This design comes from an exercise in tuning for small area, a short achievable clock period and few clock cycles on the open sky130 flow, not from production work. No run shown here included a check of the RTL's function; only the layout flow was run. Power and IR drop assume default switching activity.

--- design.v ---
module fdc_crctab (
    input  wire [7:0]  idx,
    output wire [15:0] val
);
    wire p = ((idx[0] ^ idx[1]) ^ (idx[2] ^ idx[3])) ^
             ((idx[4] ^ idx[5]) ^ (idx[6] ^ idx[7]));
    assign val[15]  = p;
    assign val[14]  = p ^ idx[7];
    assign val[13]  = idx[7] ^ idx[6];
    assign val[12]  = idx[6] ^ idx[5];
    assign val[11]  = idx[5] ^ idx[4];
    assign val[10]  = idx[4] ^ idx[3];
    assign val[9]   = idx[3] ^ idx[2];
    assign val[8]   = idx[2] ^ idx[1];
    assign val[7]   = idx[1] ^ idx[0];
    assign val[6]   = idx[0];
    assign val[5:1] = 5'd0;
    assign val[0]   = p;
endmodule
module fdc_crcstep (
    input  wire [15:0] c,
    input  wire [7:0]  b,
    output wire [15:0] n
);
    wire [7:0] x  = c[7:0] ^ b;
    wire pc = ((c[0] ^ c[1]) ^ (c[2] ^ c[3])) ^ ((c[4] ^ c[5]) ^ (c[6] ^ c[7]));
    wire pb = ((b[0] ^ b[1]) ^ (b[2] ^ b[3])) ^ ((b[4] ^ b[5]) ^ (b[6] ^ b[7]));
    wire p  = pc ^ pb;
    assign n[15] = p;
    assign n[14] = (pc ^ c[7]) ^ (pb ^ b[7]);
    assign n[13] = x[7] ^ x[6];
    assign n[12] = x[6] ^ x[5];
    assign n[11] = x[5] ^ x[4];
    assign n[10] = x[4] ^ x[3];
    assign n[9]  = x[3] ^ x[2];
    assign n[8]  = x[2] ^ x[1];
    assign n[7]  = c[15] ^ x[1] ^ x[0];
    assign n[6]  = c[14] ^ x[0];
    assign n[5:1] = c[13:9];
    assign n[0]  = c[8] ^ p;
endmodule
module fdc_add8 (
    input  wire [7:0] a,
    input  wire [7:0] b,
    output wire [7:0] s
);
    assign s = a + b;
endmodule
module fdc_patbit (
    input  wire clk,
    input  wire keep,
    input  wire wa,
    input  wire wb,
    output reg  q
);
    always @(posedge clk)
        q <= (q && keep) || (wa && wb);
endmodule
module fdc_aoi22 (
    input  wire [1:0] sel,
    input  wire [1:0] v,
    output wire       miss
);
    assign miss = !((sel[0] && v[0]) || (sel[1] && v[1]));
endmodule
module fdc_sel16 (
    input  wire [15:0] sel,
    input  wire [15:0] v,
    output wire        hit
);
    wire [7:0] m;
    genvar k;
    generate
        for (k = 0; k < 8; k = k + 1) begin : g_pair
            fdc_aoi22 u_p (.sel(sel[2*k +: 2]), .v(v[2*k +: 2]), .miss(m[k]));
        end
    endgenerate
    assign hit = !(&m[3:0]) || !(&m[7:4]);
endmodule
module fdc_odsel (
    input  wire [7:0] sum,
    input  wire [7:0] crc,
    input  wire [7:0] rest,
    input  wire       s_sum,
    input  wire       s_crc,
    output wire [7:0] q
);
    assign q = ({8{s_sum}} & sum) | ({8{s_crc}} & crc) | rest;
endmodule
module fdc_engine (
    input  wire        clk,
    input  wire        rst,
    input  wire        cmd_valid,
    output wire        cmd_ready,
    input  wire [31:0] cmd_word,
    input  wire [31:0] cmd_arg,
    input  wire        cmd_empty,
    input  wire        in_valid,
    output wire        in_ready,
    input  wire [7:0]  in_data,
    input  wire        in_last,
    output wire        out_valid,
    input  wire        out_ready,
    output wire [7:0]  out_data,
    output wire        done,
    output wire [7:0]  status
);
    localparam [7:0] OP_SETSTAFF = 8'h02;
    localparam [7:0] OP_RESET    = 8'h0A;
    localparam [7:0] OP_STUFF    = 8'h50;
    localparam [7:0] OP_UNSTUFF  = 8'h51;
    localparam [7:0] OP_MOD256   = 8'h60;
    localparam [7:0] OP_CRC16    = 8'h61;
    reg  [7:0]   cfg_esc;
    reg          cfg_en;
    wire [255:0] cfg_pat;
    reg        busy;          
    reg        idle;          
    reg        run;           
    reg        fin0;          
    reg        fin1;          
    reg        irdy;          
    reg        k_stuff, k_unst, k_mod, k_crc, k_set;
    reg        ord;           
    reg        s_err;         
    reg        s_opd;         
    reg [7:0]  acc8;          
    reg        t2;            
    reg        ov;            
    reg [7:0]  od;            
    reg [7:0]  lb;            
    reg        sk_v;          
    reg [15:0] rowm;          
    reg        fresh;         
    reg        pe_r;          
    reg        kept;          
    wire [7:0] c_op     = cmd_word[7:0];
    wire       c_hi0    = (cmd_word[31:9] == 23'd0);
    wire       c_b8     = cmd_word[8];
    wire       c_set    = (c_op == OP_SETSTAFF) && c_hi0 && !c_b8;
    wire       c_rst    = (c_op == OP_RESET)    && c_hi0 && !c_b8;
    wire       c_stuff  = (c_op == OP_STUFF)    && c_hi0 && !c_b8;
    wire       c_unst   = (c_op == OP_UNSTUFF)  && c_hi0 && !c_b8;
    wire       c_mod    = (c_op == OP_MOD256)   && c_hi0 && !c_b8;
    wire       c_crc    = (c_op == OP_CRC16)    && c_hi0;
    wire       c_legal  = c_set || c_rst || c_stuff || c_unst || c_mod || c_crc;
    wire       c_opd    = c_set && (cmd_arg[31:9] != 23'd0);
    wire       c_ok     = c_legal && !c_opd;
    assign cmd_ready = idle;
    wire   cmd_fire  = cmd_valid && idle;
    assign in_ready  = irdy;
    wire   in_fire   = in_valid && irdy;
    assign out_valid = ov;
    assign out_data  = od;
    wire   hold      = ov && !out_ready;
    assign done      = fin0 || (fin1 && out_ready);
    assign status    = {4'd0, s_opd, s_opd, 1'b0, s_err};
    wire [15:0] dlo = 16'd1 << in_data[3:0];
    wire [15:0] dhi = 16'd1 << in_data[7:4];
    reg  pat_clr;
    wire pat_keep = !pat_clr;
    wire pat_we   = !rst && in_fire && k_set;
    wire [15:0] dhi_we = dhi & {16{pat_we}};
    genvar gi;
    generate
        for (gi = 0; gi < 256; gi = gi + 1) begin : g_pat
            fdc_patbit u_bit (
                .clk  (clk),
                .keep (pat_keep),
                .wa   (dhi_we[gi / 16]),
                .wb   (dlo[gi % 16]),
                .q    (cfg_pat[gi])
            );
        end
    endgenerate
    wire [15:0] row_sel;
    genvar gc;
    generate
        for (gc = 0; gc < 16; gc = gc + 1) begin : g_col
            wire [15:0] col;
            genvar gr;
            for (gr = 0; gr < 16; gr = gr + 1) begin : g_bit
                assign col[gr] = cfg_pat[16 * gr + gc];
            end
            fdc_sel16 u_col (.sel(dhi), .v(col), .hit(row_sel[gc]));
        end
    endgenerate
    wire [15:0] rowm_n = row_sel & dlo & {16{cfg_en}};
    wire p_last = |rowm;
    wire [15:0] crc_next;
    fdc_crcstep u_crc (.c({acc8, od}), .b(in_data), .n(crc_next));
    wire [7:0]  sum_next;
    fdc_add8 u_add (.a(od), .b(in_data), .s(sum_next));
    wire        crc_swap = in_last && !ord;
    wire [7:0]  crc_od   = crc_swap ? crc_next[15:8] : crc_next[7:0];
    wire [7:0]  crc_acc  = crc_swap ? crc_next[7:0]  : crc_next[15:8];
    wire k_byte  = k_stuff || k_unst;
    wire pe_src  = fresh ? p_last : pe_r;
    wire pe_eff  = k_stuff && ov && pe_src;
    wire u_drop  = kept && p_last && (in_data == cfg_esc);
    wire in_keep = in_fire && !u_drop;
    wire busy_n  = cmd_fire || (busy && !done);
    wire run_n   = (cmd_fire && !cmd_empty) || (run && !(in_fire && in_last));
    wire act     = busy && !hold;
    wire s_c     = !busy;
    wire s_esc   = act && pe_eff;
    wire s_lb    = act && k_byte && !pe_eff && sk_v;
    wire s_in    = act && k_byte && !pe_eff && !sk_v;
    wire s_sum   = act && k_mod && in_fire;
    wire s_crc   = act && k_crc && in_fire;
    wire s_a8    = act && k_crc && !run && t2;
    wire s_hold  = !(s_c || s_esc || s_lb || s_in || s_sum || s_crc || s_a8);
    wire [7:0] od_rest = ({8{s_c}}   & {8{c_op[0]}}) |
                         ({8{s_esc}} & cfg_esc)      |
                         ({8{s_lb}}  & lb)           |
                         ({8{s_in}}  & in_data)      |
                         ({8{s_a8}}  & acc8)         |
                         ({8{s_hold}} & od);
    wire [7:0] od_n;
    fdc_odsel u_odsel (.sum(sum_next), .crc(crc_od), .rest(od_rest),
                       .s_sum(s_sum), .s_crc(s_crc), .q(od_n));
    reg ov_n;
    always @(*) begin
        if (hold)
            ov_n = 1'b1;
        else if (!busy)
            ov_n = cmd_fire && cmd_empty && (c_mod || c_crc);
        else if (k_stuff)
            ov_n = pe_eff || sk_v || in_fire;
        else if (k_unst)
            ov_n = sk_v || in_keep;
        else if (k_mod || k_crc)
            ov_n = run ? (in_fire && in_last) : t2;
        else
            ov_n = 1'b0;
    end
    wire sk_v_n  = k_stuff ? ((in_fire || sk_v) && (hold || pe_eff)) :
                   k_unst  ? ((in_keep || sk_v) && hold) : 1'b0;
    wire fresh_n = k_stuff && in_fire && !hold && !pe_eff;
    wire pe_r_n  = hold ? pe_src : (sk_v && !pe_eff && p_last);
    wire kept_n  = !cmd_fire && (in_fire ? !u_drop : kept);
    wire t2_n    = cmd_fire ? (c_crc && cmd_empty) :
                   ((in_fire && in_last && k_crc) || (t2 && (hold || run)));
    reg fin_n;
    always @(*) begin
        if (cmd_fire)
            fin_n = cmd_empty && !c_crc;
        else if (!busy)
            fin_n = 1'b0;
        else if (fin0 || fin1)
            fin_n = hold;
        else if (run)
            fin_n = in_fire && in_last &&
                    (k_unst ? (!hold || u_drop) : !(k_stuff || k_crc));
        else if (k_stuff)
            fin_n = hold             ? (!sk_v && !pe_src) :
                    (ov && pe_src)   ? !sk_v :
                    sk_v             ? !p_last : 1'b1;
        else if (k_unst)
            fin_n = !(sk_v && hold);
        else if (k_crc)
            fin_n = !hold;
        else
            fin_n = 1'b1;
    end
    wire irdy_n = run_n && !sk_v_n;
    always @(posedge clk) begin
        if (rst) begin
            cfg_esc <= 8'h00;
            cfg_en  <= 1'b0;
            busy    <= 1'b0;
            idle    <= 1'b1;
            run     <= 1'b0;
            fin0    <= 1'b0;
            fin1    <= 1'b0;
            irdy    <= 1'b0;
            ov      <= 1'b0;
            sk_v    <= 1'b0;
            t2      <= 1'b0;
        end else begin
            busy    <= busy_n;
            idle    <= !busy_n;
            run     <= run_n;
            fin0    <= fin_n && !ov_n;
            fin1    <= fin_n && ov_n;
            irdy    <= irdy_n;
            ov      <= ov_n;
            sk_v    <= sk_v_n;
            t2      <= t2_n;
            if (cmd_fire && c_ok && c_set) begin
                cfg_esc <= cmd_arg[7:0];
                cfg_en  <= cmd_arg[8];
            end
            if (cmd_fire && c_ok && c_rst) begin
                cfg_esc <= 8'h00;
                cfg_en  <= 1'b0;
            end
        end
        pat_clr <= rst || (cmd_fire && c_ok && (c_set || c_rst));
        od    <= od_n;
        fresh <= fresh_n;
        pe_r  <= pe_r_n;
        kept  <= kept_n;
        if (cmd_fire) begin
            k_stuff <= c_stuff;
            k_unst  <= c_unst;
            k_mod   <= c_mod;
            k_crc   <= c_crc;
            k_set   <= c_set && !c_opd;
            ord     <= c_b8;
            s_err   <= !c_ok;
            s_opd   <= c_opd;
            acc8    <= 8'hFF;
        end else if (s_crc) begin
            acc8    <= crc_acc;
        end
        if (in_fire) begin
            lb   <= in_data;
            rowm <= rowm_n;
        end
    end
endmodule
--- run.sh ---
#!/bin/bash
# synth_recipe.tcl (not shown) runs the flow's synth.tcl, then flattens the netlist and writes it again
# the make line also repeats each setting of config.mk as NAME=value (left out here)
make -C /OpenROAD-flow-scripts/flow DESIGN_CONFIG=/design/flow/config.mk WORK_HOME=/design/flow/orfs CLKGATE_MAP_FILE= SYNTH_SCRIPT=/design/flow/synth_recipe.tcl finish
--- config.mk ---
export PLATFORM = sky130hd
export DESIGN_NAME = fdc_engine
export DESIGN_NICKNAME = fdc_engine
export VERILOG_FILES = /design/flow/design.v
export SDC_FILE = /design/flow/constraint.sdc
export NUM_CORES = 4
export LEC_CHECK = 0
export CAP_MARGIN = 20
export CORE_MARGIN = 2
export CORE_UTILIZATION = 60
export PLACE_DENSITY = 0.75
export SETUP_SLACK_MARGIN = 1.5
export SLEW_MARGIN = 20
export SYNTH_HIERARCHICAL = 1
--- constraint.sdc ---
create_clock -name core_clock -period 3.6 [get_ports {clk}]
set_input_delay 0.7200 -clock core_clock [delete_from_list [all_inputs] [get_ports {clk}]]
set_output_delay 0.7200 -clock core_clock [all_outputs]
set_load 0.01 [all_outputs]
==> results of run 1 <==
==> layer usage <==
layer | wire length (um) | GRT usage, % | up-vias
met5 | 0 | 0 | -
met4 | 1490 | 14.1 | 0
met3 | 2710 | 4.42 | 104
met2 | 19400 | 53.1 | 478
met1 | 17000 | 43.7 | 5753
li1 | - | - | 5232
==> cell usage after synthesis (all sizes together), types with 3 or more instances <==
cell	n	area [um^2]
nor3	20	100
nand2b	12	75.1
a221o	8	80.1
xnor2	28	260
and3	20	125
and2	5	31.3
edfxtp	32	961
nor2	89	337
dfxtp	294	5890
xor2	7	61.3
a221oi	9	78.8
nor4	15	93.8
buf	23	166
nand4	37	231
nor2b	10	70.1
o211ai	12	90.1
clkbuf	20	75.1
a22o	256	2240
nand3	5	25.0
ha	7	87.6
mux2i	18	180
nand2	67	251
a31oi	4	25.0
or2	17	106
inv	15	56.3
a211oi	3	22.5
a21oi	11	55.1
o311ai	12	113
o21ai	10	50.1
a22oi	128	1600
==> how the worst min path moves through the flow <==
| stage | from | end | slack, ns |
|---|---|---|---|
| floorplan | kept | kept | 0.46 |
| global placement | kept | kept | 0.48 |
| detailed placement | g_pat[41].u_bit.q | g_pat[41].u_bit.q | 0.49 |
| CTS | pe_r | pe_r | 0.50 |
| global route | g_pat[234].u_bit.q | g_pat[234].u_bit.q | 0.51 |
| finish | g_pat[29].u_bit.q | g_pat[29].u_bit.q | 0.50 |
==> report_power, final <==
| group | leakage (nW) | switching, mW | internal, mW |
|---|---|---|---|
| Combinational | 3.44 | 0.507 | 0.430 |
| Clock | 0.521 | 1.44 | 1.93 |
| Sequential | 2.65 | 0.0497 | 3.70 |
==> placed cells by master (no fill, tap or decap), drive strengths merged, types with 32 or more instances in the layout <==
master and instances:
nor2 89, a22oi 128, buf 97, clkdlybuf4s50 54
dfxtp 294, nand4 37, nand2 67, a22o 256
clkbuf 50, edfxtp 32
==> cell families (layout without fill, tap and decap cells) <==
group | after synthesis | after routing | synth area share (%)
adder cells (fa/ha/maj) | 9 | 9 | 0.850
AO/OA/AOI/OAI | 468 | 468 | 32.4
multiplexers | 18 | 18 | 1.30
XOR/XNOR | 36 | 36 | 2.49
other | 1 | 5 | 0.0271
buffers and inverters | 59 | 263 | 2.18
flip-flops | 326 | 326 | 49.5
AND/OR/NAND/NOR | 309 | 309 | 11.3
==> registers in the layout (all words and copies together), names as in the netlist, 8 cells and up <==
register       cells
acc8               8
cfg_esc            8
g_pat.u_bit.q    256
lb                 8
od                 8
rowm              16
==> Yosys stat by module (local to each module, per instance) <==
module | area (um^2) | cells | copies in the design
fdc_engine | 3870 | 456 | 1
fdc_odsel | 103 | 10 | 1
fdc_patbit | 28.8 | 2 | 256
fdc_crcstep | 272 | 30 | 1
fdc_aoi22 | 12.5 | 1 | 128
fdc_sel16 | 18.8 | 3 | 16
fdc_add8 | 332 | 42 | 1
==> critical path: stages <==
cell and delay (ns):
clkdlybuf4s50_1 0.54, inv_2 0.17, and3_2 0.27, nand3_1 0.19, nor2_1 0.22, buf_4 0.30, a22o_1 0.19
==> final cells by class <==
cell class | count | area [um^2]
sequential | 326 | 6870
clock inverter | 13 | 108
clock buffer | 47 | 951
timing repair buffer | 187 | 1930
inverter | 16 | 67.6
tap | 285 | 357
fill | 1462 | 5040
multi-input combinational | 845 | 7320
==> through the flow <==
| stage | power, mW | cells | area, um^2 |
|---|---|---|---|
| after floorplan | 4.35 | 1230 | 14100 |
| after global placement | 4.60 | 1615 | 15600 |
| after detailed placement | 4.61 | 1618 | 15600 |
| after CTS | 8.03 | 1711 | 17300 |
| after global routing | 8.30 | 1719 | 17600 |
| final | 8.06 | 1719 | 17600 |
==> what timing repair did <==
action                                  CTS  global route
endpoints found under the setup margin  172           297
resized for setup                       103            65
buffers inserted                         33             8
pin swaps                                23            31
==> metrics.md, run 1 <==
| Metric | Value |
|---|---|
| Status | `no timing/DRC/antenna violations` |
| Tmin final | `2.15 ns` |
| Skew-Pair Late Insertion Delay | `0.53 ns` |
| Leakage | `6.61 nW` |
| Worst-path clk slew | `0.06 ns` |
| Detail Route Antenna Nets | `0` |
| Initial cell density of the core | `61.1%` |
| Pre-CTS WS | `0.219 ns` |
| Main synth FF type | `dfxtp_1` |
| WP data arrival | `2.60 ns` |
| Ys async rst share | `0%` |
| Num CTS Buffers | `34` |
| Worst Setup Start Kind | `input pin` |
| Global-route wire length before repair | `62,400 um` |
| PwrDens | `458 nW/um^2` |
| Sink Count | `326` |
| Die Span Y | `156 um` |
| Top achievable clock speed | `0.465 GHz` |
| Worst Skew | `0.0246 ns` |
| Via-to-Cell Ratio | `6.73` |
| Fin worst setup slack | `1.45 ns` |
| Wirelength per Cell | `23.6 um` |
| Mapped cell area | `13,800 um^2` |
| HP Class | `reg2reg` |
| # H-tree levels | `2` |
| Pin count of the biggest net entering global routing | `257` |
| Max_slew headroom | `18.4%` |
| Initial antenna violation count | `0` |
| Layout cell share with drive strength beyond 1 | `26.6%` |
| R2R setup slack | `1.58 ns` |
| Final setup viols | `0` |
| Drt total wl | `40,600 um` |
| Final setup TNS | `0 ns` |
| Syn Inst Count | `1,226` |
| Hold depth | `1` |
| Via count | `11,567` |
| Synth warn | `8` |
| RSZ-0062 raised after global routing | `yes` |
| Drt drc | `0` |
| Worst Path Max Fanout | `16` |
| Core Util, Final | `77.7%` |
| Worst setup EP type | `register` |
| Fin crit share | `59.7%` |
| Max Cap Viol | `0` |
| Drt pass-1 iters | `5` |
| GR Overflow Total | `0` |
| DP Wirelength | `24,800 um` |
| Final hold viol count | `0` |
| GRT Util Overall | `32.6%` |
| Site Rows | `55` |
| # port buffers | `93` |
| Ports | `99` |
| Area growth syn-to-layout | `27.1%` |
| Clk Tree Root Cell | `clkbuf_16` |
| Avg Cell Area, Syn | `11.3 um^2` |
| End point of the critical path | `g_pat[113].u_bit.q` |
| DRT iter0 DRCs | `1,030` |
| CP startpoint | `rst` |
| Worst IR Drop VDD | `434 uV` |
| Post-synth EDFFs | `32` |
| Chip Width | `156 um` |
| Core Region | `22,600 um^2` |
| Critical Path RT | `4.05 ns` |
| Worst Max-Slew Pin Slew | `1.22 ns` |
| Die footprint | `24,300 um^2` |
| Hold buffer count at cts | `0` |
| Vias in the first global route | `11,192` |
| CTS tree | `built` |
| GPL Wtd Cong | `0.919` |
| Netlist cell types | `67` |
| Synth Register Bits | `326` |
| Pins Over Slew Limit | `0` |
| Crit Path Class | `in2reg` |
| Bufs on Longest Clock Path | `3` |
| Worst R2R Start | `rowm[5]` |
| Seq/Total Area, Yosys | `49.5%` |
| # nets final | `1,497` |
| WHS | `0.499 ns` |
| Reg2Reg Capture Point | `od[0]` |
| Antenna fix cells | `0` |
| R2r worst-path depth | `6` |
==> run 2: changes to the inputs <==
--- a/config.mk
+++ b/config.mk
@@ -8,6 +8,6 @@
 export CAP_MARGIN = 20
 export CORE_MARGIN = 2
-export CORE_UTILIZATION = 60
-export PLACE_DENSITY = 0.75
+export CORE_UTILIZATION = 40
+export PLACE_DENSITY = 0.6
 export SETUP_SLACK_MARGIN = 1.5
 export SLEW_MARGIN = 20
==> run 2 against run 1 <==
Against the previous run: worst setup slack gained 0.067 ns; first-iteration DRC count shrank 28%; synthesized cell count is the same; clock power grew 11%; power grew 4.7%; sequential power is essentially flat; area after synthesis is the same; register-to-register slack lost 0.06 ns; critical path type is now reg2reg; global-route usage shrank 9.6 points; via count shrank 2.6%; final area grew 3.3%.
==> metrics.md, run 2 <==
| Metric | Value |
|---|---|
| Status | `no timing/DRC/antenna violations` |
| Critical Path RT | `4.05 ns (about the same)` |
| RSZ-0062 raised after global routing | `yes` |
| Worst Skew | `0.0120 ns (-0.0126 ns)` |
| Area growth syn-to-layout | `31.3%` |
| Netlist cell types | `67 (unchanged)` |
| Sink Count | `326 (unchanged)` |
| Antenna fix cells | `0 (unchanged)` |
| Max Cap Viol | `0 (unchanged)` |
| HP Class | `reg2reg` |
| GR peak layer | `met2` |
| Main synth FF type | `dfxtp_1` |
| Worst Max-Slew Pin Slew | `0.789 ns (-0.435 ns)` |
| Worst setup EP type | `register` |
| Die footprint | `36,100 um^2 (+49%)` |
| Layout cell share with drive strength beyond 1 | `28.6% (+2.1 points)` |
| Yosys top cell area share | `42.5% (unchanged)` |
| Largest Register | `g_pat.u_bit.q` |
| Worst Path Max Fanout | `8 (-8)` |
| Simple-Gate Fraction of Synth Area | `11.3% (unchanged)` |
| Synth Register Bits | `326 (unchanged)` |
| Via-to-Cell Ratio | `5.88 (-13%)` |
| Avg Cell Area, Syn | `11.3 um^2 (unchanged)` |
| Mapped cell area | `13,800 um^2 (unchanged)` |
| Detail Route Antenna Nets | `0 (unchanged)` |
| Core Region | `34,300 um^2 (+51%)` |
| Synth warn | `8 (unchanged)` |
| Chip Width | `190 um (+22%)` |
| GR Overflow Total | `0 (unchanged)` |
| Fin crit share | `57.8% (-1.9 points)` |
| Initial cell density of the core | `40.4% (-21 points)` |
| Worst IR Drop VDD | `454 uV (+4.6%)` |
| Max_slew headroom | `47.2% (+29 points)` |
| DP Wirelength | `27,800 um (+12%)` |
| Drt drc | `0 (unchanged)` |
| Via count | `11,263 (-2.6%)` |
| # H-tree levels | `2 (unchanged)` |
| # port buffers | `93 (unchanged)` |
| Most frequent cell after synthesis | `dfxtp_1` |
| Drt pass-1 iters | `5 (unchanged)` |
| Multiplexer share of the synthesized area | `1.30% (unchanged)` |
| Fill cells | `3,022 (+110%)` |
| Post-synth EDFFs | `32 (unchanged)` |
| Number of flip-flops in the largest register | `256 (unchanged)` |
| GRT Util Overall | `23.0% (-9.6 points)` |
| M2 GR Usage | `37.6% (-15 points)` |
| Bufs on Longest Clock Path | `3 (unchanged)` |
| GPL Wtd Cong | `0.932 (+1.4%)` |
| Area fraction in compound gates after synthesis | `32.4% (unchanged)` |
| Site Rows | `68 (+24%)` |
| Seq/Total Area, Yosys | `49.5% (unchanged)` |
| Clk Tree Root Cell | `clkbuf_16` |
| Synth area leader | `dfxtp_1` |
| Main combinational cell family by area after synthesis | `compound AO/OA/AOI/OAI gates` |
| Ys async rst share | `0% (unchanged)` |
| WP data arrival | `2.53 ns (-0.07 ns)` |
| Pin count of the biggest net entering global routing | `116 (-55%)` |
| Drt total wl | `42,400 um (+4.6%)` |
| Leading cell type in the layout, fill and taps excluded | `dfxtp_1` |
| Synth top area cells | `dfxtp_1 43%, a22o_1 16%, a22oi_2 12%` |
| Worst-path clk slew | `0.06 ns (about the same)` |
| Largest regs | `g_pat.u_bit.q: 256 flops, rowm: 16 flops` |
| Global-route wire length before repair | `64,700 um (+3.7%)` |
| Adder-Cell Fraction of Synth Area | `0.850% (unchanged)` |
| Power Total | `8.44 mW (+4.7%)` |
| Pins Over Slew Limit | `0 (unchanged)` |
| CTS tree | `built` |
| Wirelength per Cell | `22.2 um (-6.1%)` |
| GR Layer Usage met3 | `3.38% (-1.0 points)` |
| Crit Path Class | `reg2reg` |
| PwrDens | `464 nW/um^2 (+1.4%)` |
| Post-Synth XOR/XNOR Area | `2.49% (unchanged)` |
| Top achievable clock speed | `0.480 GHz (+3.2%)` |
| Skew-Pair Late Insertion Delay | `0.51 ns (-0.02 ns)` |
| Final hold viol count | `0 (unchanged)` |
| Initial antenna violation count | `1 (+1)` |
| Leading cell types in the layout, fill and taps excluded | `286 x dfxtp_1, 256 x a22o_1, 128 x a22oi_2` |
| Ports | `99 (unchanged)` |
| Met1 track demand over resource | `31.1% (-13 points)` |
| Hold buffer count at cts | `0 (unchanged)` |
| Syn Inst Count | `1,226 (unchanged)` |
| Worst Setup Start Kind | `register` |
| Leakage | `6.99 nW (+5.9%)` |
| DRT iter0 DRCs | `741 (-28%)` |
| Vias in the first global route | `10,997 (-1.7%)` |
| Die Span Y | `190 um (+22%)` |
| Num CTS Buffers | `35 (+2.9%)` |
| Tmin final | `2.08 ns (-0.0672 ns)` |
| Final setup TNS | `0 ns (unchanged)` |
| # nets final | `1,521 (+1.6%)` |
| Final setup viols | `0 (unchanged)` |
| Post-synth top cells | `294 x dfxtp_1, 256 x a22o_1, 128 x a22oi_2` |
==> run 2: final cells by class <==
type                    count  area, um^2  share of cell area, %
clock inverters            12         139                  0.764
clock buffers              51        1060                   5.83
inverters                  16        67.6                  0.372
multi-input cells         845        7380                   40.6
flip-flops and latches    326        6860                   37.8
well taps                 455         569                   3.13
repair buffers            210        2100                   11.5
==> run 2: timing repair <==
action,in CTS,in global routing
endpoints found under the setup margin,228,131
gates resized for setup,119,83
pin swaps,30,25
hold endpoints to repair,0,0
setup buffers,34,7
gates cloned,1,1
==> run 2: worst paths after layout <==
kind / slack (ns) / cells past startpoint / startpoint / end
setup / recovery: 1.52 / 6 / rowm[1] / od[2]
hold / removal: 0.49 / 2 / kept / kept
setup reg to reg: 1.52 / 6 / rowm[1] / od[2]
hold reg to reg: 0.49 / 2 / kept / kept
==> run 2: per-layer routing <==
metal,wire [um],share of wire [%],up-vias
met5,0,0,-
met4,1330,3.1,0
met3,1990,4.7,77
met2,20200,48,307
met1,18900,45,5602
li1,-,-,5277
==> run 2: worst max-delay path, cell delays in order (launching register included) <==
cell      delay (ns)
edfxtp_1        0.41
nor4_4          0.38
and4_4          0.35
a211oi_4        0.09
or3_4           0.44
o211ai_1        0.20
a221o_1         0.15
==> run 2: power by group <==
part / internal, mW / switching (mW)
Clock: 2.26 / 1.47
Sequential: 3.70 / 0.0489
Combinational: 0.434 / 0.520
Total: 6.40 / 2.04
==> run 2: per-module statistics from Yosys, one instance, submodules excluded, a selection <==
| module | cells inside | times used |
|---|---|---|
| fdc_engine | 456 | 1 |
| fdc_add8 | 42 | 1 |
| fdc_crcstep | 30 | 1 |
| fdc_odsel | 10 | 1 |
| fdc_patbit | 2 | 256 |
| fdc_sel16 | 3 | 16 |
==> run 2: cells by family (layout without fill, tap and decap cells) <==
logic type	count (synthesis)	count (layout)
AOI/OAI and AO/OA	468	468
adders and majority gates	9	9
DFF	326	326
other	1	5
buffers and inverters	59	289
muxes	18	18
and+or+nand+nor	309	309
xor gates and xnor gates	36	36
==> run 2: per-stage QoR <==
stage | cell area [um^2] | worst slack, ns | util (%) | cells | hold WS (ns)
floorplan | 14100 | 0.327 | - | 1230 | 0.461
global placement | 15900 | 0.207 | 46.5 | 1806 | 0.484
detailed placement | 16000 | 0.190 | 46.6 | 1809 | 0.482
CTS | 17800 | 1.46 | 52.0 | 1907 | 0.496
global route | 18200 | 1.47 | 53.0 | 1915 | 0.513
finish | 18200 | 1.52 | 53.0 | 1915 | 0.491
==> run 3: changes to the inputs <==
--- a/design.v
+++ b/design.v
@@ -57,10 +57,20 @@
         q <= (q && keep) || (wa && wb);
 endmodule
-module fdc_aoi22 (
-    input  wire [1:0] sel,
-    input  wire [1:0] v,
+module fdc_sel4 (
+    input  wire [3:0] sel,
+    input  wire [3:0] v,
+    output wire       hit
+);
+    assign hit = |(sel & v);
+endmodule
+module fdc_miss8 (
+    input  wire [7:0] sel,
+    input  wire [7:0] v,
     output wire       miss
 );
-    assign miss = !((sel[0] && v[0]) || (sel[1] && v[1]));
+    wire [1:0] h;
+    fdc_sel4 u0 (.sel(sel[3:0]), .v(v[3:0]), .hit(h[0]));
+    fdc_sel4 u1 (.sel(sel[7:4]), .v(v[7:4]), .hit(h[1]));
+    assign miss = !(h[0] || h[1]);
 endmodule
 module fdc_sel16 (
@@ -69,12 +79,8 @@
     output wire        hit
 );
-    wire [7:0] m;
-    genvar k;
-    generate
-        for (k = 0; k < 8; k = k + 1) begin : g_pair
-            fdc_aoi22 u_p (.sel(sel[2*k +: 2]), .v(v[2*k +: 2]), .miss(m[k]));
-        end
-    endgenerate
-    assign hit = !(&m[3:0]) || !(&m[7:4]);
+    wire [1:0] m;
+    fdc_miss8 u0 (.sel(sel[7:0]),  .v(v[7:0]),  .miss(m[0]));
+    fdc_miss8 u1 (.sel(sel[15:8]), .v(v[15:8]), .miss(m[1]));
+    assign hit = !(m[0] && m[1]);
 endmodule
 module fdc_odsel (
@@ -131,5 +137,5 @@
     reg [7:0]  lb;            
     reg        sk_v;          
-    reg [15:0] rowm;          
+    reg [3:0]  rowm;          
     reg        fresh;         
     reg        pe_r;          
@@ -186,6 +192,13 @@
         end
     endgenerate
-    wire [15:0] rowm_n = row_sel & dlo & {16{cfg_en}};
-    wire p_last = |rowm;
+    wire [3:0] rowm_g;
+    genvar gq;
+    generate
+        for (gq = 0; gq < 4; gq = gq + 1) begin : g_grp
+            fdc_sel4 u_grp (.sel(dlo[4*gq +: 4]), .v(row_sel[4*gq +: 4]), .hit(rowm_g[gq]));
+        end
+    endgenerate
+    wire [3:0] rowm_n = rowm_g;
+    wire p_last = cfg_en && |rowm;
     wire [15:0] crc_next;
     fdc_crcstep u_crc (.c({acc8, od}), .b(in_data), .n(crc_next));
==> flow/run.sh (new file) <==
#!/bin/bash
# Own layout flow: the standard ORFS flow, with the port buffers made
# from sky130_fd_sc_hd__buf_2 instead of the default delay-buffer family, and
# the timing repair free to change a cell's footprint. Everything else
# (synthesis, floorplan, power grid, CTS, routing) is the standard flow.
set -euo pipefail
W=$PWD
cat > "$W/own.mk" <<EOM
include $W/config.mk
export BUFFER_PORTS_ARGS = -buffer_cell sky130_fd_sc_hd__buf_2
export MATCH_CELL_FOOTPRINT = 0
EOM
sed "s#DESIGN_CONFIG=[^ ]*#DESIGN_CONFIG=$W/own.mk#" standard.sh > "$W/own_standard.sh"
bash "$W/own_standard.sh" > "$W/own_flow.log" 2>&1
==> standard.sh (new file) <==
#!/bin/bash
# synth_recipe.tcl (not shown) runs the flow's synth.tcl, then flattens the netlist and writes it again
# the make line also repeats each setting of config.mk as NAME=value (left out here)
make -C /OpenROAD-flow-scripts/flow DESIGN_CONFIG=/design/flow/config.mk WORK_HOME=/design/flow/orfs CLKGATE_MAP_FILE= SYNTH_SCRIPT=/design/flow/synth_recipe.tcl "${@:-finish}"
removed: run.sh
==> run 3 against run 2 <==
Against the previous run: still clean on timing, DRC and antenna; routed wire length is 8.2% lower; first-iteration DRC count is 16% higher; synthesized cell count is 2.9% higher; area after synthesis is 6.7% lower; via count is 2.1% lower; worst hold slack worse by 0.036 ns; power is 5.8% lower; clock power is 3% lower; critical path type unchanged; largest cell class unchanged.
==> metrics.md, run 3 <==
| Metric | Value |
|---|---|
| Status | `no timing/DRC/antenna violations` |
| Fin cells | `1,838 (-4.0%)` |
| Worst Skew | `0.0269 ns (+0.0149 ns)` |
| Ports | `99 (unchanged)` |
| Worst-path clk slew | `0.06 ns (about the same)` |
| Yosys top cell area share | `45.6% (+3.0 points)` |
| Pin count of the biggest net entering global routing | `257 (+120%)` |
| Chip Width | `184 um (-3.3%)` |
| Worst R2R Start | `rowm[1]` |
| Max Cap Viol | `0 (unchanged)` |
| Seq/Total Area, Yosys | `50.2% (+0.75 points)` |
| Initial cell density of the core | `40.7% (+0.36 points)` |
| Worst Setup Start Kind | `register` |
| Avg Cell Area, Syn | `10.2 um^2 (-9.3%)` |
| HP Class | `in2reg` |
| Most frequent cell after synthesis | `dfxtp_1` |
| Ys async rst share | `0% (unchanged)` |
| GR Overflow Total | `0 (unchanged)` |
| Drt total wl | `39,000 um (-8.2%)` |
| Post-synth top cells | `294 x dfxtp_1, 256 x a22o_1, 145 x nand2_1` |
| M2 GR Usage | `37.4% (-0.19 points)` |
| Site Rows | `65 (-4.4%)` |
| Drt drc | `0 (unchanged)` |
| Internal cell power | `6.01 mW (-6.0%)` |
| Worst setup EP type | `register` |
| Clock Power Share | `45.3% (+1.1 points)` |
| GR Layer Usage met3 | `3.59% (+0.21 points)` |
| Synth area leader | `dfxtp_1` |
| Via count | `11,029 (-2.1%)` |
| Post-synth EDFFs | `20 (-38%)` |
| Leading cell type in the layout, fill and taps excluded | `dfxtp_1` |
| Reg2Reg Capture Point | `od[6]` |
| Hold buffer count at cts | `0 (unchanged)` |
| Via-to-Cell Ratio | `6.00 (+2.0%)` |
| WP data arrival | `2.64 ns (+0.11 ns)` |
| Synth warn | `8 (unchanged)` |
| Vias in the first global route | `10,701 (-2.7%)` |
| DRT iter0 DRCs | `856 (+16%)` |
| Worst Hold Path EP | `ov` |
| Pre-CTS WS | `0.721 ns (+0.531 ns)` |
| Sink Count | `314 (-3.7%)` |
| Max_slew headroom | `20.6% (-27 points)` |
| Wirelength per Cell | `21.2 um (-4.4%)` |
| GR peak layer | `met2` |
| Netlist cell types | `70 (+4.5%)` |
| # nets final | `1,498 (-1.5%)` |
| Die Span Y | `184 um (-3.3%)` |
| CTS tree | `built` |
| Final setup viols | `0 (unchanged)` |
| Layout cell share with drive strength beyond 1 | `20.4% (-8.2 points)` |
| Final hold viol count | `0 (unchanged)` |
| Tmin final | `2.19 ns (+0.109 ns)` |
| Core Region | `31,700 um^2 (-7.5%)` |
| Leading cell types in the layout, fill and taps excluded | `289 x dfxtp_1, 256 x a22o_1, 141 x nand2_1` |
| Final setup TNS | `0 ns (unchanged)` |
| Mapped cell area | `12,900 um^2 (-6.7%)` |
| Detail Route Antenna Nets | `0 (unchanged)` |
| Sw Ratio | `24.4% (+0.20 points)` |
| Number of flip-flops in the largest register | `256 (unchanged)` |
| Fin worst setup slack | `1.41 ns (-0.109 ns)` |
| Worst Path Max Fanout | `8 (unchanged)` |
| Die footprint | `33,800 um^2 (-6.5%)` |
| Net Switching | `1.94 mW (-5.0%)` |
| # H-tree levels | `2 (unchanged)` |
| GRT Util Overall | `23.0% (-0.028 points)` |
| Syn Inst Count | `1,261 (+2.9%)` |
| Worst Max-Slew Pin Slew | `1.19 ns (+0.403 ns)` |
| Initial antenna violation count | `0 (-1)` |
| Global-route wire length before repair | `61,500 um (-5.0%)` |
| Hold depth | `2 (unchanged)` |
| Bufs on Longest Clock Path | `3 (unchanged)` |
| RSZ-0062 raised after global routing | `yes` |
| Share of power burned in registers | `45.1% (+0.7 points)` |
| DP Wirelength | `24,800 um (-11%)` |
| Main synth FF type | `dfxtp_1` |
| # port buffers | `93 (unchanged)` |
| R2r worst-path depth | `7 (+1)` |
| Largest Register | `g_pat.u_bit.q` |
| Critical Path RT | `4.05 ns (about the same)` |
| Synth Register Bits | `314 (-3.7%)` |
| Worst IR Drop VDD | `367 uV (-19%)` |
| GPL Wtd Cong | `0.804 (-14%)` |
| Met1 track demand over resource | `31.9% (+0.79 points)` |
| Drt pass-1 iters | `5 (unchanged)` |
| Antenna fix cells | `0 (unchanged)` |
| Cells after DPL | `1,761 (-2.7%)` |
| Skew-Pair Late Insertion Delay | `0.52 ns (about the same)` |
| Fin crit share | `60.8% (+3.0 points)` |
| Top achievable clock speed | `0.457 GHz (-5.0%)` |
| Share of power burned in combinational logic | `9.6% (-1.7 points)` |
| PwrDens | `499 nW/um^2 (+7.6%)` |
| Leakage | `6.33 nW (-9.4%)` |
| R2R setup slack | `1.41 ns (-0.11 ns)` |
| Hold Crit Start | `rst` |
| Pins Over Slew Limit | `0 (unchanged)` |
| Core Util, Final | `50.2% (-2.8 points)` |
| Area growth syn-to-layout | `23.2%` |
| Crit Path Class | `reg2reg` |
| Clk Tree Root Cell | `clkbuf_16` |
| Synth top area cells | `dfxtp_1 46%, a22o_1 17%, a22oi_1 8.0%` |
| Num CTS Buffers | `35 (unchanged)` |
==> run 3: changes by cell type in the layout (fill, tap and decap cells not counted), moves of 15 or more <==
cell	delta
nand3_1	+15
buf_2	+84
dlygate4sd2_1	-15
a22oi_1	+136
clkdlybuf4s50_1	-34
or2_1	-16
nand2_1	+77
buf_4	-38
and3_1	-16
dlymetal6s2s_1	-35
nand4_1	-33
a22oi_2	-126
==> run 3: logic make-up after synthesis <==
group | Yosys count | synth area share [%]
AND/OR/NAND/NOR | 345 | 12.1
adder cells (fa/ha/maj) | 8 | 0.833
AO/OA/AOI/OAI | 492 | 31.1
buffers and inverters | 54 | 2.16
multiplexers | 11 | 0.959
XOR/XNOR | 36 | 2.61
flip-flops | 314 | 50.2
other | 1 | 0.0290
==> run 3: final cells by class <==
type / instances / area, um^2
Timing Repair Buffer: 145 / 950
Fill cell: 2897 / 15800
Tap cell: 402 / 503
Clock inverter: 8 / 108
Clock buffer: 54 / 1060
Sequential cell: 314 / 6490
Timing Repair inverter: 1 / 3.75
Inverter: 17 / 78.8
Multi-Input combinational cell: 897 / 6730
==> run 3: stage by stage <==
step / power, mW / hold WS, ns / cell area (um^2)
detailed placement: 4.38 / 0.471 / 14400
floorplan: 4.19 / 0.450 / 13400
finish: 7.95 / 0.455 / 15900
CTS: 7.98 / 0.445 / 15700
global placement: 4.37 / 0.466 / 14400
global route: 8.24 / 0.461 / 15900
==> run 3: critical path, cell delays in order, from the launching register on <==
cell	delay, ns
edfxtp_1	0.38
o41a_1	0.53
buf_4	0.18
mux2i_4	0.17
nor2_2	0.07
or3_4	0.43
o211ai_1	0.21
a221o_1	0.14
==> run 3: worst max path at each step <==
stage | to | cells after the start | from
after floorplan | g_pat[0].u_bit.q | 2 | pat_clr
after global placement | rowm[1] | 10 | in_data[5]
after detailed placement | rowm[1] | 10 | in_data[5]
after CTS | od[4] | 7 | rowm[2]
after global routing | od[6] | 7 | rowm[1]
final | od[6] | 7 | rowm[1]
==> run 3: what timing repair did <==
| item | in CTS | in global routing |
|---|---|---|
| cloned | 1 | 0 |
| setup buffers | 7 | 7 |
| setup endpoints to repair | 25 | 40 |
| pin swaps | 11 | 10 |
| gates resized for setup | 32 | 17 |
==> run 3: Yosys stat by module (local to each module, per instance) <==
| module | flip-flops and latches | cells |
|---|---|---|
| fdc_sel4 | 0 | 3 |
| fdc_engine | 58 | 415 |
| fdc_crcstep | 0 | 30 |
| fdc_odsel | 0 | 10 |
| fdc_sel16 | 0 | 1 |
| fdc_patbit | 1 | 2 |
| fdc_add8 | 0 | 42 |
| fdc_miss8 | 0 | 1 |
==> run 3: power by group through the flow <==
stage | sequential (mW) | clock, mW | combinational, mW
after detailed placement | 3.66 | 0 | 0.723
after CTS | 3.58 | 3.66 | 0.741
after global placement | 3.66 | 0 | 0.716
final | 3.58 | 3.60 | 0.762
after floorplan | 3.65 | 0 | 0.537
after global routing | 3.59 | 3.83 | 0.824
==> run 3: layer usage <==
| layer | wire, um | up-vias |
|---|---|---|
| met5 | 0 | - |
| met2 | 18100 | 386 |
| met3 | 2400 | 63 |
| li1 | - | 5206 |
| met1 | 17400 | 5374 |
| met4 | 995 | 0 |
==> run 4: changes to the inputs <==
--- a/config.mk
+++ b/config.mk
@@ -10,5 +10,5 @@
 export CORE_UTILIZATION = 40
 export PLACE_DENSITY = 0.6
-export SETUP_SLACK_MARGIN = 1.5
+export SETUP_SLACK_MARGIN = 1.7
 export SLEW_MARGIN = 20
 export SYNTH_HIERARCHICAL = 1
==> run 4 against run 3 <==
Against the previous run: still clean on timing, DRC and antenna; fmax up 2.3%; sequential share of layout area shrank 2.4 points; routed wire length grew 3.1%; sequential power hardly changed; area after synthesis unchanged; worst hold slack got worse by 0.0092 ns; critical path depth fell by 1; global-route usage increased by 0.36 points; die area unchanged; final cell count increased by 2.2%; non-clock buffer count is 35 higher; largest power group is now registers; highest routed layer unchanged.
==> metrics.md, run 4 <==
| Metric | Value |
|---|---|
| Chip Width | `184 um (unchanged)` |
| Avg Cell Area, Syn | `10.2 um^2 (unchanged)` |
| Largest Register | `g_pat.u_bit.q` |
| Clk Tree Root Cell | `clkbuf_16` |
| Slowest CP cell | `o41a_1` |
| GPL Wtd Cong | `0.849 (+5.6%)` |
| Bufs on Longest Clock Path | `3 (unchanged)` |
| Vias in the first global route | `11,080 (+3.5%)` |
| Core Region | `31,700 um^2 (unchanged)` |
| Global-route wire length before repair | `62,700 um (+1.9%)` |
| Top achievable clock speed | `0.467 GHz (+2.3%)` |
| Layout cell share with drive strength beyond 1 | `28.1% (+7.7 points)` |
| # nets final | `1,538 (+2.7%)` |
| Sink Count | `314 (unchanged)` |
| Wirelength per Cell | `21.4 um (+0.88%)` |
| Core Util, Final | `53.5% (+3.3 points)` |
| Detail Route Antenna Nets | `0 (unchanged)` |
| Crit Path Class | `reg2reg` |
| Fin cells | `1,879 (+2.2%)` |
| Final hold viol count | `0 (unchanged)` |
| RSZ-0062 raised after global routing | `yes` |
| Drt drc | `0 (unchanged)` |
| Max_slew headroom | `39.2% (+19 points)` |
| Synth warn | `8 (unchanged)` |
| Skew-Pair Late Insertion Delay | `0.52 ns (about the same)` |
| Leakage | `6.66 nW (+5.2%)` |
| PwrDens | `474 nW/um^2 (-5.1%)` |
| Worst setup EP type | `register` |
| Worst-path clk slew | `0.05 ns (about the same)` |
| Critical Path RT | `4.06 ns (about the same)` |
| Final setup viols | `0 (unchanged)` |
| Worst Setup Start Kind | `register` |
| Die footprint | `33,800 um^2 (unchanged)` |
| Main synth FF type | `dfxtp_1` |
| Worst Max-Slew Pin Slew | `0.912 ns (-0.279 ns)` |
| Syn Inst Count | `1,261 (unchanged)` |
| Post-synth top cells | `294 x dfxtp_1, 256 x a22o_1, 145 x nand2_1` |
| Initial antenna violation count | `0 (unchanged)` |
| Fin crit share | `59.5% (-1.4 points)` |
| # port buffers | `93 (unchanged)` |
| Leading cell type in the layout, fill and taps excluded | `dfxtp_1` |
| DP Wirelength | `24,900 um (+0.57%)` |
| Tmin final | `2.14 ns (-0.0490 ns)` |
| Mapped cell area | `12,900 um^2 (unchanged)` |
| Number of flip-flops in the largest register | `256 (unchanged)` |
| Ports | `99 (unchanged)` |
| Leading cell types in the layout, fill and taps excluded | `281 x dfxtp_1, 256 x a22o_1, 142 x nand2_1` |
| Synth top area cells | `dfxtp_1 46%, a22o_1 17%, a22oi_1 8.0%` |
| CP startpoint | `rowm[1]` |
| Pin count of the biggest net entering global routing | `199 (-23%)` |
| Via-to-Cell Ratio | `6.04 (+0.58%)` |
| Post-place instance area | `14,500 um^2 (+0.52%)` |
| HP Class | `in2reg` |
| Final instance area | `17,000 um^2 (+6.6%)` |
| WHS | `0.446 ns (-0.00921 ns)` |
| Via count | `11,340 (+2.8%)` |
| WP data arrival | `2.60 ns (-0.04 ns)` |
| Worst R2R Start | `rowm[1]` |
| Initial cell density of the core | `40.7% (unchanged)` |
| GRT Util Overall | `23.3% (+0.36 points)` |
| Worst Path Max Fanout | `8 (unchanged)` |
| Crit path max-delay family | `compound AO/OA/AOI/OAI gates` |
| CTS tree | `built` |
| Worst IR Drop VDD | `370 uV (+0.86%)` |
| Drt pass-1 iters | `5 (unchanged)` |
| CP peak stage delay | `0.55 ns (+0.02 ns)` |
| Synth area leader | `dfxtp_1` |
| # H-tree levels | `2 (unchanged)` |
| Pins Over Slew Limit | `0 (unchanged)` |
| Site Rows | `65 (unchanged)` |
| Seq/Total Area, Yosys | `50.2% (unchanged)` |
| DRT iter0 DRCs | `752 (-12%)` |
| Num CTS Buffers | `35 (unchanged)` |
| Area growth syn-to-layout | `31.3%` |
| Ys async rst share | `0% (unchanged)` |
| Worst Skew | `0.0219 ns (-0.00505 ns)` |
| Netlist cell types | `70 (unchanged)` |
| CP Cell Sequence | `o41a_1 -> mux2i_4 -> nor2_2 -> or3_4 -> o211ai_1 -> a221o_1` |
| Post-synth EDFFs | `20 (unchanged)` |
| Synth Register Bits | `314 (unchanged)` |
| Buf+Inv Stages, Crit Path | `0 (-1)` |
| Hold buffer count at cts | `0 (unchanged)` |
| GR Overflow Total | `0 (unchanged)` |
| Most frequent cell after synthesis | `dfxtp_1` |
| Cells after DPL | `1,758 (-0.17%)` |
| Hold Crit Start | `in_data[6]` |
| Die Span Y | `184 um (unchanged)` |
| Yosys top cell area share | `45.6% (unchanged)` |
| Final setup TNS | `0 ns (unchanged)` |
| Status | `no timing/DRC/antenna violations` |
| Max Cap Viol | `0 (unchanged)` |
| Drt total wl | `40,200 um (+3.1%)` |
## run 4: per-module statistics from Yosys (local to each module, per instance)
module       times used  area (um^2)  flops+latches  cells inside
fdc_odsel             1          103              0            10
fdc_sel4             68         18.8              0             3
fdc_engine            1         3390             58           415
fdc_crcstep           1          272              0            30
fdc_miss8            32         3.75              0             1
fdc_sel16            16         3.75              0             1
fdc_add8              1          332              0            42
fdc_patbit          256         28.8              1             2
## run 4: cell families after synthesis
family / count (synthesis) / share of synthesized area, %
multiplexers: 11 / 0.959
flip-flops: 314 / 50.2
XOR/XNOR: 36 / 2.61
AND/OR/NAND/NOR: 345 / 12.1
buffers and inverters: 54 / 2.16
AO/OA/AOI/OAI: 492 / 31.1
other: 1 / 0.0290
adder cells (fa/ha/maj): 8 / 0.833
## run 4: final cells by class
| type | instances | area (um^2) |
|---|---|---|
| fillers | 2835 | 14700 |
| multi-input cells | 903 | 7250 |
| flip-flops and latches | 314 | 6500 |
| repair buffers | 180 | 1470 |
| clock buffers | 54 | 1080 |
| well taps | 402 | 503 |
| inverters | 17 | 83.8 |
| clock inverters | 8 | 80.1 |
| diodes | 1 | 2.50 |
## run 4: power breakdown
group	internal, mW	leakage (nW)	switching [mW]
registers	3.54	2.57	0.0493
clock network	2.14	0.576	1.44
logic	0.366	3.52	0.504
total	6.05	6.66	1.99
## run 4: routing by layer
layer | vias to the layer above | share of wire, % | GRT usage (%)
met5 | - | 0 | 0
met4 | 0 | 2.4 | 6.02
met3 | 75 | 5.9 | 3.43
met2 | 410 | 47 | 38.8
met1 | 5541 | 44 | 31.8
li1 | 5314 | - | -
## run 4: what timing repair did
action / in CTS / in global routing
setup endpoints to repair: 257 / 227
gates resized for setup: 83 / 81
pin swaps: 33 / 34
cloned: 6 / 1
buffers inserted: 36 / 15
## run 4: final timing paths
path / to / slack, ns / depth (start not counted)
setup / recovery: od[0] / 1.46 / 6
hold / removal: lb[6] / 0.45 / 1
setup reg to reg: od[0] / 1.46 / 6
hold reg to reg: g_pat[145].u_bit.q / 0.48 / 1
## run 4: stage by stage
stage / power (mW) / setup WS, ns
after floorplan: 4.20 / 0.327
after global placement: 4.39 / 0.672
after detailed placement: 4.40 / 0.640
after CTS: 8.04 / 1.48
after global routing: 8.32 / 1.42
final: 8.04 / 1.46
==> run 5: changes to the inputs <==
--- a/design.v
+++ b/design.v
@@ -87,10 +87,19 @@
     input  wire [7:0] sum,
     input  wire [7:0] crc,
+    input  wire [7:0] esc,
     input  wire [7:0] rest,
     input  wire       s_sum,
     input  wire       s_crc,
+    input  wire       s_esc,
     output wire [7:0] q
 );
-    assign q = ({8{s_sum}} & sum) | ({8{s_crc}} & crc) | rest;
+    assign q = s_esc ? esc : (({8{s_sum}} & sum) | ({8{s_crc}} & crc) | rest);
+endmodule
+module fdc_nor2 (
+    input  wire a,
+    input  wire b,
+    output wire y
+);
+    assign y = !(a || b);
 endmodule
 module fdc_engine (
@@ -199,6 +208,9 @@
         end
     endgenerate
-    wire [3:0] rowm_n = rowm_g;
-    wire p_last = cfg_en && |rowm;
+    wire [3:0] rowm_n = rowm_g & {4{cfg_en}};
+    wire [1:0] rowm_z;
+    fdc_nor2 u_z0 (.a(rowm[0]), .b(rowm[1]), .y(rowm_z[0]));
+    fdc_nor2 u_z1 (.a(rowm[2]), .b(rowm[3]), .y(rowm_z[1]));
+    wire p_last = !(rowm_z[0] && rowm_z[1]);
     wire [15:0] crc_next;
     fdc_crcstep u_crc (.c({acc8, od}), .b(in_data), .n(crc_next));
@@ -218,12 +230,11 @@
     wire s_c     = !busy;
     wire s_esc   = act && pe_eff;
-    wire s_lb    = act && k_byte && !pe_eff && sk_v;
-    wire s_in    = act && k_byte && !pe_eff && !sk_v;
+    wire s_lb    = act && k_byte && sk_v;
+    wire s_in    = act && k_byte && !sk_v;
     wire s_sum   = act && k_mod && in_fire;
     wire s_crc   = act && k_crc && in_fire;
     wire s_a8    = act && k_crc && !run && t2;
-    wire s_hold  = !(s_c || s_esc || s_lb || s_in || s_sum || s_crc || s_a8);
+    wire s_hold  = !(s_c || s_lb || s_in || s_sum || s_crc || s_a8);
     wire [7:0] od_rest = ({8{s_c}}   & {8{c_op[0]}}) |
-                         ({8{s_esc}} & cfg_esc)      |
                          ({8{s_lb}}  & lb)           |
                          ({8{s_in}}  & in_data)      |
@@ -231,6 +242,6 @@
                          ({8{s_hold}} & od);
     wire [7:0] od_n;
-    fdc_odsel u_odsel (.sum(sum_next), .crc(crc_od), .rest(od_rest),
-                       .s_sum(s_sum), .s_crc(s_crc), .q(od_n));
+    fdc_odsel u_odsel (.sum(sum_next), .crc(crc_od), .esc(cfg_esc), .rest(od_rest),
+                       .s_sum(s_sum), .s_crc(s_crc), .s_esc(s_esc), .q(od_n));
     reg ov_n;
     always @(*) begin
--- a/config.mk
+++ b/config.mk
@@ -10,5 +10,5 @@
 export CORE_UTILIZATION = 40
 export PLACE_DENSITY = 0.6
-export SETUP_SLACK_MARGIN = 1.7
+export SETUP_SLACK_MARGIN = 1.6
 export SLEW_MARGIN = 20
 export SYNTH_HIERARCHICAL = 1
==> run 5 against run 4 <==
Against the previous run: final area grew 0.55%; clock skew grew 0.0044 ns; synthesized cell count grew 0.56%; via count shrank 0.66%; clock power grew 4%; non-clock buffer count grew 3; critical endpoint is now od[6]; utilization grew 0.30 points; critical path type unchanged; still clean on timing, DRC and antenna.
==> metrics.md, run 5 <==
| Metric | Value |
|---|---|
| Crit path max-delay family | `compound AO/OA/AOI/OAI gates` |
| Largest Register | `g_pat.u_bit.q` |
| PwrDens | `487 nW/um^2 (+2.9%)` |
| Number of flip-flops in the largest register | `256 (unchanged)` |
| GRT Util Overall | `23.7% (+0.33 points)` |
| WP data arrival | `2.47 ns (-0.13 ns)` |
| R2R setup slack | `1.52 ns (+0.06 ns)` |
| Synth warn | `8 (unchanged)` |
| # H-tree levels | `2 (unchanged)` |
| Detail Route Antenna Nets | `0 (unchanged)` |
| Post-synth top cells | `294 x dfxtp_1, 256 x a22o_1, 148 x nand2_1` |
| Worst Setup Start Kind | `register` |
| Slowest CP cell | `dfxtp_4` |
| Synth area leader | `dfxtp_1` |
| Wirelength per Cell | `21.8 um (+2.2%)` |
| Fin cells | `1,886 (+0.37%)` |
| Buf+Inv Stages, Crit Path | `1 (+1)` |
| Worst R2R Start | `od[0]` |
| Share of power burned in combinational logic | `12.1% (+1.3 points)` |
| Leakage | `6.79 nW (+2.0%)` |
| GR Overflow Total | `0 (unchanged)` |
| Pin count of the biggest net entering global routing | `257 (+29%)` |
| Clk Tree Root Cell | `clkbuf_16` |
| Clock Power Share | `44.7% (+0.2 points)` |
| Chip Width | `184 um (+0.10%)` |
| Num CTS Buffers | `35 (unchanged)` |
| Via-to-Cell Ratio | `5.97 (-1.0%)` |
| Initial cell density of the core | `40.8% (+0.083 points)` |
| Drt drc | `0 (unchanged)` |
| Synth Register Bits | `314 (unchanged)` |
| Area growth syn-to-layout | `31.8%` |
| Die Span Y | `184 um (+0.10%)` |
| Worst Skew | `0.0263 ns (+0.00441 ns)` |
| Tmin final | `2.08 ns (-0.0600 ns)` |
| Seq/Total Area, Yosys | `50.1% (-0.10 points)` |
| CTS tree | `built` |
| Vias in the first global route | `10,672 (-3.7%)` |
| Mapped cell area | `12,900 um^2 (+0.20%)` |
| GPL Wtd Cong | `0.867 (+2.0%)` |
| Synth top area cells | `dfxtp_1 45%, a22o_1 17%, a22oi_1 8.4%` |
| Fin crit share | `57.8% (-1.7 points)` |
| GR peak layer | `met2` |
| Hold buffer count at cts | `0 (unchanged)` |
| Die footprint | `33,800 um^2 (+0.20%)` |
| Yosys top cell area share | `45.5% (-0.092 points)` |
| Final setup viols | `0 (unchanged)` |
| Net Switching | `2.05 mW (+2.9%)` |
| Ys async rst share | `0% (unchanged)` |
| Reg area | `6520 um^2 (+0.19%)` |
| RSZ-0062 raised after global routing | `yes` |
| Sink Count | `314 (unchanged)` |
| Avg Cell Area, Syn | `10.2 um^2 (-0.35%)` |
| Status | `no timing/DRC/antenna violations` |
| Internal cell power | `6.27 mW (+3.6%)` |
| Cells after DPL | `1,764 (+0.34%)` |
| Share of power burned in registers | `43.2% (-1.5 points)` |
| Layout cell share with drive strength beyond 1 | `29.9% (+1.8 points)` |
| Bufs on Longest Clock Path | `3 (unchanged)` |
| Skew-Pair Late Insertion Delay | `0.52 ns (about the same)` |
| Global-route wire length before repair | `62,600 um (about the same)` |
| Crit Path Class | `reg2reg` |
| Drt pass-1 iters | `5 (unchanged)` |
| HP Class | `in2reg` |
| Pins Over Slew Limit | `0 (unchanged)` |
| Post-synth EDFFs | `20 (unchanged)` |
| Syn Inst Count | `1,268 (+0.56%)` |
| Worst setup EP type | `register` |
| Main synth FF type | `dfxtp_1` |
| # nets final | `1,543 (+0.33%)` |
| Worst IR Drop VDD | `286 uV (-23%)` |
| Top achievable clock speed | `0.481 GHz (+2.9%)` |
| DRT iter0 DRCs | `1,044 (+39%)` |
| # port buffers | `93 (unchanged)` |
| CP Cell Sequence | `ha_4 -> inv_2 -> fa_2 -> nor2b_4 -> o31a_1 -> o311ai_1 -> a221o_1 -> mux2_2` |
| Critical Path RT | `3.99 ns (-0.07 ns)` |
| Site Rows | `65 (unchanged)` |
| Leading cell types in the layout, fill and taps excluded | `283 x dfxtp_1, 256 x a22o_1, 133 x nand2_1` |
| Final hold viol count | `0 (unchanged)` |
| Sw Ratio | `24.7% (-0.14 points)` |
| Worst Max-Slew Pin Slew | `1.17 ns (+0.257 ns)` |
| Final setup TNS | `0 ns (unchanged)` |
| Leading cell type in the layout, fill and taps excluded | `dfxtp_1` |
| Worst Path Max Fanout | `3 (-5)` |
| Initial antenna violation count | `1 (+1)` |
| Hold Crit Start | `in_data[5]` |
| Met1 track demand over resource | `33.8% (+1.9 points)` |
| GR Layer Usage met3 | `3.43% (unchanged)` |
| Core Region | `31,700 um^2 (unchanged)` |
| Netlist cell types | `65 (-7.1%)` |
| Power Total | `8.32 mW (+3.4%)` |
| Most frequent cell after synthesis | `dfxtp_1` |
| Max Cap Viol | `0 (unchanged)` |
| Multi-input logic area | `7280 um^2 (+0.48%)` |
| CP startpoint | `od[0]` |
| DP Wirelength | `25,800 um (+3.7%)` |
| Worst-path clk slew | `0.06 ns (about the same)` |
| CP peak stage delay | `0.40 ns (-0.15 ns)` |
| Via count | `11,265 (-0.66%)` |
| Ports | `99 (unchanged)` |
| Drt total wl | `41,200 um (+2.6%)` |
| Max_slew headroom | `22.1% (-17 points)` |
| Fill cells | `2,841 (+0.21%)` |
| M2 GR Usage | `37.0% (-1.8 points)` |
## run 5: cell types whose count changed after synthesis, sizes merged, moves of 7 or more
cell / previous run / this run
o211ai: 12 / 3
a21oi: 19 / 11
a221oi: 10 / 1
xor2: 7 / 14
nor2: 103 / 117
xnor2: 28 / 20
mux2: 1 / 17
o21ai: 18 / 8
## run 5: final timing paths
path,endpoint,cells past startpoint
max,od[6],8
max reg2reg,od[6],8
min,lb[5],1
min reg2reg,kept,2
## run 5: per-stage QoR
| step | worst slack, ns | cell area (um^2) | hold WS (ns) | util (%) |
|---|---|---|---|---|
| floorplan | 0.327 | 13600 | 0.432 | - |
| global placement | 0.355 | 14500 | 0.449 | 45.8 |
| detailed placement | 0.367 | 14500 | 0.461 | 45.8 |
| CTS | 1.53 | 16300 | 0.435 | 51.5 |
| global route | 1.44 | 17100 | 0.419 | 53.8 |
| finish | 1.52 | 17100 | 0.435 | 53.8 |
## run 5: power by group through the flow
stage          Sequential (mW)  Clock (mW)  Combinational [mW]
4_1_cts                   3.59        3.76               0.931
6_report                  3.59        3.72                1.01
5_1_grt                   3.59        3.92                1.09
2_1_floorplan             3.66           0               0.607
3_3_place_gp              3.66           0               0.800
3_5_place_dp              3.66           0               0.802
## run 5: Yosys stat by module (local to each module, per instance)
module       flip-flops and latches  times used
fdc_nor2                          0           2
fdc_crcstep                       0           1
fdc_engine                       58           1
fdc_odsel                         0           1
fdc_patbit                        1         256
fdc_add8                          0           1
fdc_sel4                          0          68
fdc_miss8                         0          32
fdc_sel16                         0          16
## run 5: logic make-up after synthesis
group / share of synthesized area, %
AOI/OAI and AO/OA: 29.5
and+or+nand+nor: 12.5
DFF: 50.1
buffers and inverters: 2.38
xor gates and xnor gates: 2.53
muxes: 2.17
adders and majority gates: 0.831
other: 0.0290
## run 5: area by class of cell
class                           count  share of cell area (%)
Multi-Input combinational cell    906                    42.7
Tap cell                          402                    2.95
Antenna cell                        1                  0.0147
Clock buffer                       57                    6.70
Clock inverter                      7                   0.440
Inverter                           16                   0.433
Sequential cell                   314                    38.2
Timing Repair Buffer              183                    8.58
## run 5: layer usage
layer / wire length, um / vias to the layer above
met5: 10 / -
li1: - / 5290
met3: 2350 / 58
met4: 1140 / 2
met2: 18900 / 376
met1: 18800 / 5539
## run 5: repair_timing
item,CTS,global route
gates resized for setup,100,88
endpoints found under the setup margin,283,41
pin swaps,23,57
gates cloned,0,7
setup buffers,24,26
==> run 6: changes to the inputs <==
--- a/config.mk
+++ b/config.mk
@@ -10,5 +10,5 @@
 export CORE_UTILIZATION = 40
 export PLACE_DENSITY = 0.6
-export SETUP_SLACK_MARGIN = 1.6
+export SETUP_SLACK_MARGIN = 1.5
 export SLEW_MARGIN = 20
 export SYNTH_HIERARCHICAL = 1
==> run 6 against run 5 <==
Against the previous run: worst hold slack better by 0.012 ns; area after synthesis is the same; clock-buffer cell count down 9; via count is 1.9% lower; final area down 3.9%; worst setup slack worse by 0.097 ns; highest routed layer is now met4.
==> metrics.md, run 6 <==
| Metric | Value |
|---|---|
| Share of power burned in combinational logic | `11.2% (-0.9 points)` |
| Share of power burned in registers | `43.1% (about the same)` |
| Max Cap Viol | `0 (unchanged)` |
| Post-synth top cells | `294 x dfxtp_1, 256 x a22o_1, 148 x nand2_1` |
| Clock Power Share | `45.7% (+1.0 points)` |
| Drt drc | `0 (unchanged)` |
| DRT iter0 DRCs | `926 (-11%)` |
| Most frequent cell after synthesis | `dfxtp_1` |
| Area growth syn-to-layout | `26.6%` |
| Post-Synth XOR/XNOR Area | `2.53% (unchanged)` |
| Initial antenna violation count | `0 (-1)` |
| Worst IR Drop VDD | `370 uV (+30%)` |
| Cells after DPL | `1,765 (+0.057%)` |
| Seq/Total Area, Yosys | `50.1% (unchanged)` |
| R2r worst-path depth | `6 (-2)` |
| Fill cells | `2,885 (+1.5%)` |
| Net Switching | `2.05 mW (-0.24%)` |
| Worst Max-Slew Pin Slew | `1.17 ns (-0.00406 ns)` |
| Wirelength per Cell | `21.5 um (-1.4%)` |
| Final setup viols | `0 (unchanged)` |
| PwrDens | `509 nW/um^2 (+4.5%)` |
| # H-tree levels | `2 (unchanged)` |
| Worst Skew | `0.0241 ns (-0.00219 ns)` |
| Slowest CP cell | `dfxtp_4` |
| Fin worst setup slack | `1.42 ns (-0.0973 ns)` |
| Tmin final | `2.18 ns (+0.0973 ns)` |
| Core Region | `31,700 um^2 (unchanged)` |
| Antenna fix cells | `0 (-1)` |
| # port buffers | `93 (unchanged)` |
| Synth warn | `8 (unchanged)` |
| Fin cells | `1,853 (-1.7%)` |
| Final setup TNS | `0 ns (unchanged)` |
| DP Wirelength | `25,900 um (+0.12%)` |
| GRT Util Overall | `23.2% (-0.44 points)` |
| RSZ-0062 raised after global routing | `yes` |
| Status | `no timing/DRC/antenna violations` |
| Simple-Gate Fraction of Synth Area | `12.5% (unchanged)` |
| Leading cell types in the layout, fill and taps excluded | `283 x dfxtp_1, 256 x a22o_1, 142 x nand2_1` |
| Hold depth | `3 (+2)` |
| Post-synth EDFFs | `20 (unchanged)` |
| Synth area leader | `dfxtp_1` |
| Main synth FF type | `dfxtp_1` |
| Leakage | `6.59 nW (-2.9%)` |
| Via count | `11,052 (-1.9%)` |
| Post-place instance area | `14,500 um^2 (about the same)` |
| Pins Over Slew Limit | `0 (unchanged)` |
| Syn Inst Count | `1,268 (unchanged)` |
| Max_slew headroom | `22.3% (+0.27 points)` |
| Skew-Pair Late Insertion Delay | `0.53 ns (about the same)` |
[run 6: cell counts after synthesis]
Identical to the previous run, type by type.
[run 6: worst max-delay path, delay by kind of cell, from the launching register on]
family,cells,cell delay (ns)
simple gates,1,0.17
fa+ha+maj,1,0.36
compound gates,3,0.90
mux,1,0.26
flops,1,0.38
[run 6: timing repair]
| action | 4_1_cts | 5_1_grt |
|---|---|---|
| pin swaps | 9 | 22 |
| endpoints found under the setup margin | 149 | 47 |
| buffers inserted | 11 | 12 |
| resized for setup | 60 | 42 |
| cloned | 0 | 1 |
[run 6: through the flow]
stage	utilization, %	hold slack, ns
after floorplan	-	0.432
after global placement	45.8	0.444
after detailed placement	45.8	0.451
after CTS	50.7	0.435
after global routing	51.7	0.450
final	51.7	0.447
[run 6: kinds of logic (layout without fill, tap and decap cells)]
| kind of cell | after synthesis | in the layout |
|---|---|---|
| buf+inv | 57 | 235 |
| compound gates | 465 | 465 |
| xor+xnor | 35 | 35 |
| fa+ha+maj | 8 | 8 |
| simple gates | 362 | 363 |
| flops | 314 | 314 |
| mux | 26 | 26 |
| other cells | 1 | 5 |
[run 6: final timing paths]
kind             to       start  slack, ns
max           od[6]       od[5]       1.42
min          cfg_en  cmd_arg[8]       0.45
max reg2reg   od[6]       od[5]       1.42
min reg2reg    kept        kept       0.46
[run 6: layout make-up]
class | count | area, um^2 | share of cell area (%)
multi-input combinational | 902 | 6930 | 42.2
sequential | 314 | 6520 | 39.7
timing repair buffer | 155 | 1130 | 6.89
clock buffer | 48 | 1050 | 6.39
tap | 402 | 503 | 3.07
clock inverter | 16 | 203 | 1.24
inverter | 16 | 70.1 | 0.427
[run 6: routing by layer]
layer	wire length (um)	track usage, %	vias to the layer above	part of all wire (%)
met2	18100	36.6	396	45
met1	18000	32.0	5373	45
li1	-	-	5216	-
met3	2440	3.74	67	6.1
met5	0	0	-	0
met4	1320	8.90	0	3.3
[run 6: modules after synthesis, one instance, submodules excluded]
module / cells / flops+latches / cell area, um^2 / copies in the design
fdc_add8: 42 / 0 / 332 / 1
fdc_crcstep: 30 / 0 / 272 / 1
fdc_engine: 411 / 58 / 3310 / 1
fdc_miss8: 1 / 0 / 3.75 / 32
fdc_nor2: 1 / 0 / 3.75 / 2
fdc_odsel: 19 / 0 / 198 / 1
fdc_patbit: 2 / 1 / 28.8 / 256
fdc_sel16: 1 / 0 / 3.75 / 16
fdc_sel4: 3 / 0 / 18.8 / 68
[run 6: power by group through the flow]
stage          logic, mW  registers [mW]  clock network [mW]
2_1_floorplan      0.606            3.66                   0
3_3_place_gp       0.806            3.67                   0
3_5_place_dp       0.811            3.67                   0
4_1_cts            0.900            3.60                3.88
5_1_grt             1.01            3.60                4.02
6_report           0.934            3.60                3.82

==> what the ideal ports hide <==
Ports are ideal in the flow. The routed layouts listed here were re-timed in OpenROAD. Step 1 sets driving cells, clkbuf_16 on the clock port and buf_2 on the other inputs (assumed; they add their load-dependent delay and slew). Step 2 times the ports against the registers' clock, not the clock port: input delays grow and output delays shrink by t, the midpoint of the rising clock arrivals with the driver on. a / b / c = no drivers / after step 1 / after step 2; a / b = the first two.
run | t (ns) | setup WS [ns]
run 1 | 0.566 | 1.452 / 1.466 / 0.900
run 2 | 0.555 | 1.519 / 1.519 / 1.000
run 3 | 0.555 | 1.410 / 1.410 / 0.925
run 4 | 0.557 | 1.459 / 1.459 / 1.098
run 5 | 0.556 | 1.519 / 1.519 / 0.975
run 6 | 0.566 | 1.422 / 1.422 / 0.890
After both steps every run listed still meets setup and hold.
